Background: an optimization exercise with open tools, aiming at small area and a short achievable clock period. Do not read the settings as production practice.
Only simulation tests tie the RTL to the original design; equivalence was not proved.
No activity file was given, so power comes from the tool's default toggle rates.

oak:
// fuzix_glue
module fuzix_glue (
    input  wire        clk,
    input  wire        rst,              
    input  wire        store_open,
    input  wire        store_writable,
    input  wire [40:0] store_size,
    input  wire        bus_valid,
    input  wire        bus_rd,           
    input  wire        bus_sync,         
    input  wire [15:0] bus_addr,
    input  wire [7:0]  bus_wdata,
    output reg         data_drive,       
    output reg  [7:0]  data_out,         
    input  wire        tick,
    output wire        irq,
    output wire        mem_re,
    output wire        mem_we,
    output wire [15:0] mem_addr,
    output wire [7:0]  mem_wdata,
    input  wire [7:0]  mem_rdata,
    output wire        st_re,
    output wire        st_we,
    output wire [40:0] st_addr,
    output wire [7:0]  st_wdata,
    input  wire [7:0]  st_rdata
);
    wire hi_fe   = bus_addr[15:8] == 8'hFE;
  ...
export LEC_CHECK = 0
export CAP_MARGIN = 20
export CORE_MARGIN = 2
export CORE_UTILIZATION = 50
export SETUP_SLACK_MARGIN = 1.6
export SLEW_MARGIN = 20
create_clock -name core_clock -period 4.5 [get_ports {clk}]
standard.sh (not shown) runs the stock make flow with config.mk's settings and CLKGATE_MAP_FILE= SYNTH_SCRIPT=/design/flow/synth_recipe.tcl, a recipe that flattens the netlist after the stock synthesis.
==> flow/flow/run.sh <==
#!/bin/bash
# Own flow: the standard layout (standard.sh, unchanged synthesis and
# steps), except that the port buffers are the small sky130_fd_sc_hd__buf_1
# instead of the default delay-cell buffer; repair_design/repair_timing
# resize them afterwards wherever timing or slew needs it.
set -euo pipefail
export BUFFER_PORTS_ARGS="-buffer_cell sky130_fd_sc_hd__buf_1"
bash standard.sh > standard.log 2>&1
For pine, these inputs were changed with respect to oak:
# oak
export LEC_CHECK = 0
export CAP_MARGIN = 20
export CORE_MARGIN = 2
export CORE_UTILIZATION = 50
export SETUP_SLACK_MARGIN = 1.6
export SLEW_MARGIN = 20
create_clock -name core_clock -period 4.5 [get_ports {clk}]
# pine
export LEC_CHECK = 0
export CAP_MARGIN = 20
export CORE_MARGIN = 2
export CORE_UTILIZATION = 70
export SETUP_SLACK_MARGIN = 1.6
export SLEW_MARGIN = 20
create_clock -name core_clock -period 4.5 [get_ports {clk}]
==> flow/flow/run.sh <==
#!/bin/bash
# Own flow: the standard layout (standard.sh: ORFS with the standard flow's
# synthesis script and steps), with two changes to how the layout is made:
#  - ABC maps the logic with the classic delay-driven mapper (map -D, then
#    buffering and gate sizing) from flow/abc_map.script instead of ORFS's
#    abc_speed.script; registers are not touched by ABC, so the registers,
#    their names and their cells are those of the standard synthesis;
#  - the port buffers are the small sky130_fd_sc_hd__buf_1 instead of the
#    default delay-cell buffer; repair_design/repair_timing resize them
#    afterwards wherever timing or slew needs it.
# ORFS's scripts folder is copied here and only abc_speed.script replaced.
set -euo pipefail
rm -rf scripts
cp -r "$FLOW_HOME/scripts" scripts
cp flow/abc_map.script scripts/abc_speed.script
export SCRIPTS_DIR="$PWD/scripts"
export BUFFER_PORTS_ARGS="-buffer_cell sky130_fd_sc_hd__buf_1"
bash standard.sh > standard.log 2>&1
==> flow/flow/abc_map.script (new file) <==
strash
dch
map -D 1500
buffer -c
topo
stime -c
upsize -c -D 1500
dnsize -c -D 1500
### Flow results
pine vs oak — count of filler cells inserted in the layout dropped by more than half
Between oak and pine, the flow reports number of nets in the layout increasing slightly.
The critical path launch point comes out bus_addr[4] in one run and bus_addr[8] in the other, namely in pine and oak respectively.
What pine reported for count of inverters not on the clock network in the layout has to be multiplied by 0.40 to get the figure for oak.
Input changes introduced in birch (baseline for comparison: pine):
# pine
export LEC_CHECK = 0
export CAP_MARGIN = 20
export CORE_MARGIN = 2
export CORE_UTILIZATION = 70
export SETUP_SLACK_MARGIN = 1.6
export SLEW_MARGIN = 20
create_clock -name core_clock -period 4.5 [get_ports {clk}]
# birch
export LEC_CHECK = 0
export CAP_MARGIN = 20
export CORE_MARGIN = 2
export CORE_UTILIZATION = 50
export SETUP_SLACK_MARGIN = 2.0
export SLEW_MARGIN = 20
create_clock -name core_clock -period 4.5 [get_ports {clk}]
==> flow/flow/run.sh <==
#!/bin/bash
# Own flow: the standard layout (standard.sh, unchanged synthesis and
# steps), except that the port buffers are the small sky130_fd_sc_hd__buf_1
# instead of the default delay-cell buffer; repair_design/repair_timing
# resize them afterwards wherever timing or slew needs it.
set -euo pipefail
export BUFFER_PORTS_ARGS="-buffer_cell sky130_fd_sc_hd__buf_1"
bash standard.sh > standard.log 2>&1
removed: flow/flow/abc_map.script
Notes after the runs:
- Changes observed in birch relative to pine: clock power +26%, weighted congestion reported at the end of routability-driven placement -3.3%, utilization after layout -19 points.
Modified inputs, maple compared to birch
# birch
export LEC_CHECK = 0
export CAP_MARGIN = 20
export CORE_MARGIN = 2
export CORE_UTILIZATION = 50
export SETUP_SLACK_MARGIN = 2.0
export SLEW_MARGIN = 20
create_clock -name core_clock -period 4.5 [get_ports {clk}]
# maple
export LEC_CHECK = 0
export CAP_MARGIN = 20
export CORE_MARGIN = 2
export CORE_UTILIZATION = 65
export SETUP_SLACK_MARGIN = 1.6
export SLEW_MARGIN = 20
create_clock -name core_clock -period 4.5 [get_ports {clk}]
==> flow/flow/run.sh <==
#!/bin/bash
# Own flow: the standard layout (standard.sh: ORFS with the standard flow's
# synthesis script and steps), with two changes to how the layout is made:
#  - ABC maps the logic with the classic delay-driven mapper (map -D, then
#    buffering and gate sizing) from flow/abc_map.script instead of ORFS's
#    abc_speed.script; registers are not touched by ABC, so the registers,
#    their names and their cells are those of the standard synthesis;
#  - the port buffers are the small sky130_fd_sc_hd__buf_1 instead of the
#    default delay-cell buffer; repair_design/repair_timing resize them
#    afterwards wherever timing or slew needs it.
# ORFS's scripts folder is copied here and only abc_speed.script replaced.
set -euo pipefail
rm -rf scripts
cp -r "$FLOW_HOME/scripts" scripts
cp flow/abc_map.script scripts/abc_speed.script
export SCRIPTS_DIR="$PWD/scripts"
export BUFFER_PORTS_ARGS="-buffer_cell sky130_fd_sc_hd__buf_1"
bash standard.sh > standard.log 2>&1
==> flow/flow/abc_map.script (new file) <==
strash
dch
map -D 1500
buffer -c
topo
stime -c
upsize -c -D 1500
dnsize -c -D 1500
==> run notes <==
- maple -> birch: worst setup skew after layout flat
- The higher global-route usage came out of maple.
- Against birch, maple comes in 34 lower on layout multi-input combinational cell count.

==> separate check: timing with driven ports <==
In the flow no input, the clock included, has a driving cell. The finished layouts below were timed again as built, in two steps. Step 1 assumes that a clkbuf_16 drives the clock port and a buf_2 every other input. Step 2 also shifts input and output timing later by t, the mid clock arrival at the registers, as if the neighbouring blocks saw the same clock. Slacks: ideal / step 1 / step 2; pairs: ideal / step 1.
run	t, ns	setup WS [ns]	hold WS [ns]
oak	0.400	1.583 / 1.548 / 1.203	0.482 / 0.482 / 0.482
pine	0.439	1.555 / 1.522 / 1.125	0.478 / 0.478 / 0.478
birch	0.403	1.482 / 1.506 / 1.102	0.482 / 0.482 / 0.482
maple	0.405	1.491 / 1.512 / 1.107	0.469 / 0.469 / 0.469
After both steps setup and hold are still met in every run listed. For pine, which loses most, drivers alone change the setup slack by -0.033 ns; drivers and shift together by -0.430 ns.
